This is an optimization exercise on Yosys and OpenROAD, whose aim is small area and few clock cycles, not a production implementation.
Only simulation tests tie the RTL to the original design; equivalence was not proved.
Power is estimated from default activity; no workload was simulated.

==> design/flow/design.v <==
module uhf_core (
    input  wire        clk,
    input  wire        rst,
    input  wire        op_valid,
    output wire        op_ready,
    input  wire [7:0]  op_code,
    input  wire [7:0]  op_adr,
    input  wire [7:0]  op_cmd,
    input  wire [7:0]  op_len,
    input  wire [7:0]  op_rxlen,
    input  wire        in_valid,
    output reg         in_ready,
    input  wire [7:0]  in_data,
    output reg         out_valid,
    input  wire        out_ready,
    output reg  [7:0]  out_data,
    output reg         done,
    output reg  [2:0]  err,
    output reg  [7:0]  erroff,
    output reg  [7:0]  erridx,
    output reg  [15:0] crc,
    output reg  [7:0]  radr,
    output reg  [7:0]  rcmd,
    output reg  [7:0]  rplen,
    output reg  [19:0] lowkhz,
    output reg  [19:0] highkhz,
    output reg  [7:0]  power,
    output reg  [7:0]  scan,
    output reg  [1:0]  mode,
    output reg         proto,
    output reg         buzz,
    output reg         awidth,
    output reg  [1:0]  iface,
    output reg  [2:0]  bank,
    output reg  [7:0]  offs,
    output reg  [7:0]  wlen,
    output reg  [7:0]  filt,
    output reg  [7:0]  eas,
    output reg  [7:0]  offt,
    output reg         wgord,
    output reg         wgfmt,
    output reg  [7:0]  wgivl,
    output reg  [7:0]  wgpw,
    output reg  [7:0]  wgpp
);
    localparam [7:0] OP_CRC16  = 8'h01;
    localparam [7:0] OP_ENCODE = 8'h02;
    localparam [7:0] OP_DECODE = 8'h03;
    localparam [7:0] OP_DACK   = 8'h04;
    localparam [7:0] OP_DINFO  = 8'h05;
    localparam [7:0] OP_DWMODE = 8'h06;
    localparam [2:0] E_NONE  = 3'd0;
    localparam [2:0] E_CSUM  = 3'd1;
    localparam [2:0] E_TRUNC = 3'd2;
    localparam [2:0] E_RANGE = 3'd3;
    localparam [2:0] E_FSHRT = 3'd5;
    localparam [2:0] E_RSHRT = 3'd6;
    localparam [2:0] E_ILLEG = 3'd7;
    localparam [2:0] S_IDLE = 3'd0;
    localparam [2:0] S_HDR  = 3'd1;    
    localparam [2:0] S_PAY  = 3'd2;    
    localparam [2:0] S_TRL  = 3'd3;    
    localparam [2:0] S_RECV = 3'd4;    
    localparam [2:0] S_FIN  = 3'd5;    
    function [15:0] crc_step;
        input [15:0] c_in;
        input [7:0]  b;
        integer k;
        reg [15:0] c;
        begin
            c = c_in ^ {8'h00, b};
            for (k = 0; k < 8; k = k + 1)
                c = c[0] ? ((c >> 1) ^ 16'h8408) : (c >> 1);
            crc_step = c;
        end
    endfunction
    reg [2:0]  state;
    reg [7:0]  op_r;
    reg [7:0]  adr_r;
    reg [7:0]  cmd_r;
    reg [7:0]  len_r;
    reg [7:0]  rxlen_r;
    reg [7:0]  cnt;
    reg [1:0]  hcnt;
    reg [15:0] crc_r;
    reg [15:0] kr;
    reg [7:0]  rxb [0:14];
    wire is_decode = (op_r == OP_DECODE) || (op_r == OP_DACK) ||
                     (op_r == OP_DINFO)  || (op_r == OP_DWMODE);
    wire op_legal  = (op_code >= OP_CRC16) && (op_code <= OP_DWMODE) &&
                     !((op_code == OP_ENCODE) && (op_len > 8'd251));
    wire op_dec_in = (op_code >= OP_DECODE) && (op_code <= OP_DWMODE);
    assign op_ready = (state == S_IDLE);
    wire accept = op_valid && op_ready;
    wire [7:0] frame_len = len_r + 8'd4;
    always @(*) begin
        in_ready  = 1'b0;
        out_valid = 1'b0;
        out_data  = 8'h00;
        case (state)
            S_HDR: begin
                out_valid = 1'b1;
                case (hcnt)
                    2'd0:    out_data = frame_len;
                    2'd1:    out_data = adr_r;
                    default: out_data = cmd_r;
                endcase
            end
            S_PAY: begin
                out_valid = in_valid;
                in_ready  = out_ready;
                out_data  = in_data;
            end
            S_TRL: begin
                out_valid = 1'b1;
                out_data  = hcnt[0] ? crc_r[15:8] : crc_r[7:0];
            end
            S_RECV: in_ready = 1'b1;
            default: ;
        endcase
    end
    wire in_fire  = in_valid && in_ready;
    wire out_fire = out_valid && out_ready;
    wire [7:0] m_b = rxb[7];
    wire [7:0] c_b = rxb[8];
    wire [7:0] s_b = rxb[9];
    wire [7:0] w_b = rxb[3];
    wire [1:0] if_idx = {c_b[4], c_b[1]};
    reg [2:0] fin_err;
    reg [7:0] fin_off;
    reg [7:0] fin_idx;
    always @(*) begin
        fin_err = E_NONE;
        fin_off = 8'h00;
        fin_idx = 8'h00;
        if (!((op_r >= OP_CRC16) && (op_r <= OP_DWMODE)))
            fin_err = E_ILLEG;
        else if (op_r == OP_ENCODE && len_r > 8'd251)
            fin_err = E_ILLEG;
        else if (is_decode) begin
            if (len_r != rxlen_r)
                fin_err = E_TRUNC;
            else if (rxlen_r < 8'd4)
                fin_err = E_FSHRT;
            else if (crc_r != kr)
                fin_err = E_CSUM;
            else if (op_r == OP_DINFO && rxlen_r < 8'd13)
                fin_err = E_RSHRT;
            else if (op_r == OP_DWMODE) begin
                if (rxlen_r < 8'd17)
                    fin_err = E_RSHRT;
                else if (m_b > 8'd3) begin
                    fin_err = E_RANGE; fin_off = 8'd7; fin_idx = m_b;
                end else if (if_idx == 2'd3) begin
                    fin_err = E_RANGE; fin_off = 8'd8; fin_idx = 8'd3;
                end else if (s_b > 8'd6) begin
                    fin_err = E_RANGE; fin_off = 8'd9; fin_idx = s_b;
                end
            end
        end
    end
    integer i;
    always @(posedge clk) begin
        if (rst) begin
            state <= S_IDLE;
            done  <= 1'b0;
            err   <= E_NONE;
            erroff <= 8'h00;
            erridx <= 8'h00;
        end else begin
            done <= 1'b0;
            case (state)
                S_IDLE: begin
                    if (accept) begin
                        op_r    <= op_code;
                        adr_r   <= op_adr;
                        cmd_r   <= op_cmd;
                        len_r   <= op_len;
                        rxlen_r <= op_rxlen;
                        cnt     <= 8'd0;
                        hcnt    <= 2'd0;
                        if (op_dec_in)
                            crc_r <= crc_step(16'hFFFF, op_rxlen);
                        else
                            crc_r <= 16'hFFFF;
                        if (!op_legal)
                            state <= S_FIN;
                        else if (op_code == OP_ENCODE)
                            state <= S_HDR;
                        else if (op_len == 8'd0)
                            state <= S_FIN;
                        else
                            state <= S_RECV;
                    end
                end
                S_HDR: begin
                    if (out_fire) begin
                        crc_r <= crc_step(crc_r, out_data);
                        hcnt  <= hcnt + 2'd1;
                        if (hcnt == 2'd2) begin
                            hcnt  <= 2'd0;
                            state <= (len_r == 8'd0) ? S_TRL : S_PAY;
                        end
                    end
                end
                S_PAY: begin
                    if (out_fire) begin
                        crc_r <= crc_step(crc_r, in_data);
                        cnt   <= cnt + 8'd1;
                        if (cnt == len_r - 8'd1)
                            state <= S_TRL;
                    end
                end
                S_TRL: begin
                    if (out_fire) begin
                        hcnt <= hcnt + 2'd1;
                        if (hcnt[0])
                            state <= S_FIN;
                    end
                end
                S_RECV: begin
                    if (in_fire) begin
                        if (!is_decode || ({1'b0, cnt} + 9'd2 < {1'b0, rxlen_r}))
                            crc_r <= crc_step(crc_r, in_data);
                        if (cnt < 8'd15)
                            rxb[cnt[3:0]] <= in_data;
                        if ({1'b0, cnt} == {1'b0, rxlen_r} - 9'd2)
                            kr[7:0] <= in_data;
                        if ({1'b0, cnt} == {1'b0, rxlen_r} - 9'd1)
                            kr[15:8] <= in_data;
                        cnt <= cnt + 8'd1;
                        if (cnt == len_r - 8'd1)
                            state <= S_FIN;
                    end
                end
                S_FIN: begin
                    state  <= S_IDLE;
                    done   <= 1'b1;
                    err    <= fin_err;
                    erroff <= fin_off;
                    erridx <= fin_idx;
                    crc    <= crc_r;
                    radr   <= rxb[0];
                    rcmd   <= rxb[1];
                    rplen  <= rxlen_r - 8'd4;
                    highkhz <= 20'd902600 + 20'd400 * {12'd0, rxb[7]};
                    lowkhz  <= 20'd902600 + 20'd400 * {12'd0, rxb[8]};
                    power   <= rxb[9];
                    scan    <= rxb[10];
                    mode   <= m_b[1:0];
                    proto  <= c_b[0];
                    buzz   <= c_b[2];
                    awidth <= c_b[3];
                    iface  <= if_idx;
                    bank   <= s_b[2:0];
                    offs   <= rxb[10];
                    wlen   <= rxb[11];
                    filt   <= rxb[12];
                    eas    <= rxb[13];
                    offt   <= rxb[14];
                    wgord  <= w_b[1];
                    wgfmt  <= w_b[0];
                    wgivl  <= rxb[4];
                    wgpw   <= rxb[5];
                    wgpp   <= rxb[6];
                end
                default: state <= S_IDLE;
            endcase
        end
    end
endmodule
==> design/flow/run.sh <==
#!/bin/bash
# synth_recipe.tcl (not shown) runs the flow's synth.tcl, then flattens the netlist and writes it again
# the make line also repeats each setting of config.mk as NAME=value (left out here)
make -C /OpenROAD-flow-scripts/flow DESIGN_CONFIG=/design/flow/config.mk WORK_HOME=/design/flow/orfs CLKGATE_MAP_FILE= SYNTH_SCRIPT=/design/flow/synth_recipe.tcl finish
==> design/flow/config.mk <==
export PLATFORM = sky130hd
export DESIGN_NAME = uhf_core
export DESIGN_NICKNAME = uhf_core
export VERILOG_FILES = /design/flow/design.v
export SDC_FILE = /design/flow/constraint.sdc
export NUM_CORES = 4
export LEC_CHECK = 0
export CAP_MARGIN = 20
export CORE_MARGIN = 2
export CORE_UTILIZATION = 40
export SLEW_MARGIN = 20
==> design/flow/constraint.sdc <==
create_clock -name core_clock -period 10.0 [get_ports {clk}]
set_input_delay 2.0000 -clock core_clock [delete_from_list [all_inputs] [get_ports {clk}]]
set_output_delay 2.0000 -clock core_clock [all_outputs]
set_load 0.01 [all_outputs]
==> run notes <==
outcome=complete, no violations; worst-path maximum fanout=19; TritonRoute pass-1 iters=5; crit share post-route=61.9%; drt total wl=39100 um; Net count, final=1599; Final WS setup=3.81 ns; Post-Syn Area=0.0164 mm2; Cell Count, Final, Fillers Out=2008; initial antenna violation count=0; gp weighted congestion=0.864; placed cell count=1938; count leader, synth=edfxtp_1; fraction of layout cells with a size suffix above 1=6.37%; DPL Wire Length=27600 um; type of the worst setup path=in2out; initial drt markers=628; # DRC=0; root buffer cell=clkbuf_16; Post-DRT Antenna Nets=0; Port Buffers=239; setup bufs post-CTS=0; grt ovf=0; clk sink count=351; CTS Buf Count=38; largest area contributor in the netlist=edfxtp_1; final core occ=50.3%; vias=10300; die area=0.0426 mm2; htree depth=2; min-delay worst type=reg2reg; endpoints failing setup=0; die extent in x=206 um; P per Cell Area=218 mW/mm2; CP Launch Type=input port; Via-to-Cell Ratio=5.13; Post-CTS Resized=0; Final TNS setup=0 ns; die outline height=206 um; max-slew violations=0; worst skew pair latency=0.55 ns; Hold Buf Count CTS=0; Synthesis Warnings=1; worst clock skew=0.0256 ns; first-pass GRT wire length=58500 um; Hold Vio Cnt, Final=0; area growth from synthesis to final layout=24.7%; Slew @ Worst Pin=1.03 ns; Core Box Area=0.0406 mm2; FILL cells=3520; vias in the first global route=9964; Clock transition at path regs=0.06 ns; Antenna Cells=0; Wirelength per Cell=19.5 um; asr flop ratio synth=0%; RSZ-0062 raised after global routing=no; Initial Utilization=40.4%; Max Cap Viol=0; Fmax achieved=162 MHz; CTS tree=yes; syn_area_per_cell=13.5 um2; post-route minimum period=6.19 ns; WP data arrival=4.19 ns; Top FF cell, synth=edfxtp_1; #FFs+latches synth=351; Yosys top cell area share=61.0%; main area contributors after synthesis=edfxtp_1 61%, ha_1 7.2%, xnor2_1 4.0%; synth cell count leaders=333 x edfxtp_1, 94 x ha_1, 88 x nor2_1, 75 x xnor2_1, 70 x xor2_1; pre-CTS worst setup slack=3.81 ns; I/O Pins=256; Clock Tree Buf Depth=3; Post-synth EDFFs=333; largest net degree at the start of global routing=146; cell row count=74; synth unique cells=70; Leakage=7.18 nW; Total Routing Usage GR=18.2%; worst vdd ir=122 uV; Required @ worst endpoint=8.00 ns; Cells after Synth=1215; Seq/Total Area, Yosys=63.2%; CP endpoint kind=primary output; max_slew headroom=31.1%
cell families (layout without fill, tap and decap cells):
group,after synthesis,count (layout),synth area share [%]
and+or+nand+nor,286,286,8.51
buffers and inverters,126,373,3.75
other,2,16,0.0458
AOI/OAI and AO/OA,193,193,7.99
DFF,351,351,63.2
muxes,9,9,0.557
xor gates and xnor gates,148,148,8.08
adders and majority gates,100,100,7.90
where the power goes:
group,leakage [nW],switching (mW),total (mW),internal [mW]
combinational,3.44,0.641,1.14,0.498
clock,0.592,0.577,1.37,0.796
sequential,3.15,0.188,1.96,1.77
total,7.18,1.41,4.47,3.06
stage by stage:
stage	instance area (um2)	total power [mW]	hold slack, ns
global route	20500	4.69	0.422
finish	20500	4.47	0.413
global placement	19200	3.10	0.401
floorplan	16500	2.72	0.400
detailed placement	19200	3.12	0.405
CTS	20400	4.50	0.415
worst paths after layout:
path,startpoint,to,slack [ns],cells after the start
worst max-delay path,in_data[2],out_data[2],3.81,4
worst min-delay path,rxb[10][1],offs[1],0.41,0
worst min register to register,rxb[10][1],offs[1],0.41,0
worst max register to register,hcnt[0],crc_r[9],6.35,9
final cells by class:
| class | count | area [um2] | area share (%) |
|---|---|---|---|
| multi-input cells | 752 | 5510 | 26.9 |
| inverters | 49 | 184 | 0.899 |
| well taps | 532 | 666 | 3.25 |
| repair buffers | 254 | 2520 | 12.3 |
| flip-flops and latches | 351 | 10400 | 50.6 |
| clock buffers | 49 | 1000 | 4.90 |
| clock inverters | 21 | 216 | 1.06 |
layout by cell type (no fill, tap or decap), drive strengths merged, types with 8 or more instances in the layout:
| cell | instances |
|---|---|
| a21oi | 55 |
| a31oi | 10 |
| nor2 | 89 |
| nand2 | 64 |
| clkdlybuf4s50 | 239 |
| mux2i | 8 |
| nor4 | 11 |
| and3 | 8 |
| buf | 15 |
| dfxtp | 18 |
| o21ai | 30 |
| edfxtp | 333 |
| xnor2 | 77 |
| xor2 | 70 |
| a211oi | 16 |
| a21o | 11 |
| nand2b | 14 |
| nor3 | 25 |
| nand3 | 24 |
| clkbuf | 49 |
| clkinv | 13 |
| conb | 16 |
| inv | 53 |
| o211ai | 8 |
| ha | 94 |
| or3 | 11 |
| nand4 | 11 |
| o21a | 8 |
| o221ai | 11 |
routing by layer:
metal  GRT usage (%)  up-vias  part of all wire [%]  wire, um
met5               0        -                     0         0
met4            6.71        0                   3.0      1170
met3            3.06       66                   6.2      2420
met2            28.8      366                    46     17900
met1            25.2     4990                    45     17600
li1                -     4883                     -         -
sequential cells by signal, summed over array words and instances (netlist names), 12 cells and up:
name,flops
rxb,106
crc,16
crc_r,16
kr,16
highkhz,14
lowkhz,12
critical path, cell delays in order:
cell and delay (ns):
clkdlybuf4s50_1 1.07, nand2_1 0.21, a21oi_4 0.31, clkdlybuf4s50_1 0.58
Testbench counts, summed over its fixed seeds: cycles 41,004.

[port drivers added, routing unchanged]
In the flow no input, the clock included, has a driving cell. The finished layout below was timed again as built, in two steps.
Step 1 sets driving cells, clkbuf_16 on the clock port and buf_2 on the other inputs (assumed; they add their load-dependent delay and slew).
Step 2 also shifts input and output timing later by t, the mid clock arrival at the registers, as if the neighbouring blocks saw the same clock.
Slacks: ideal ports / drivers / drivers and shift; pairs: ideal ports / drivers.
shift t [ns]: 0.585
setup slack, ns: 3.809 / 3.766 / 3.766
hold slack, ns: 0.413 / 0.413 / 0.413
slew at the worst register clock pin (ns): 0.06 / 0.06
After both steps this run still meets setup and hold. For this run, drivers alone change the setup slack by -0.043 ns; drivers and shift together by -0.043 ns.
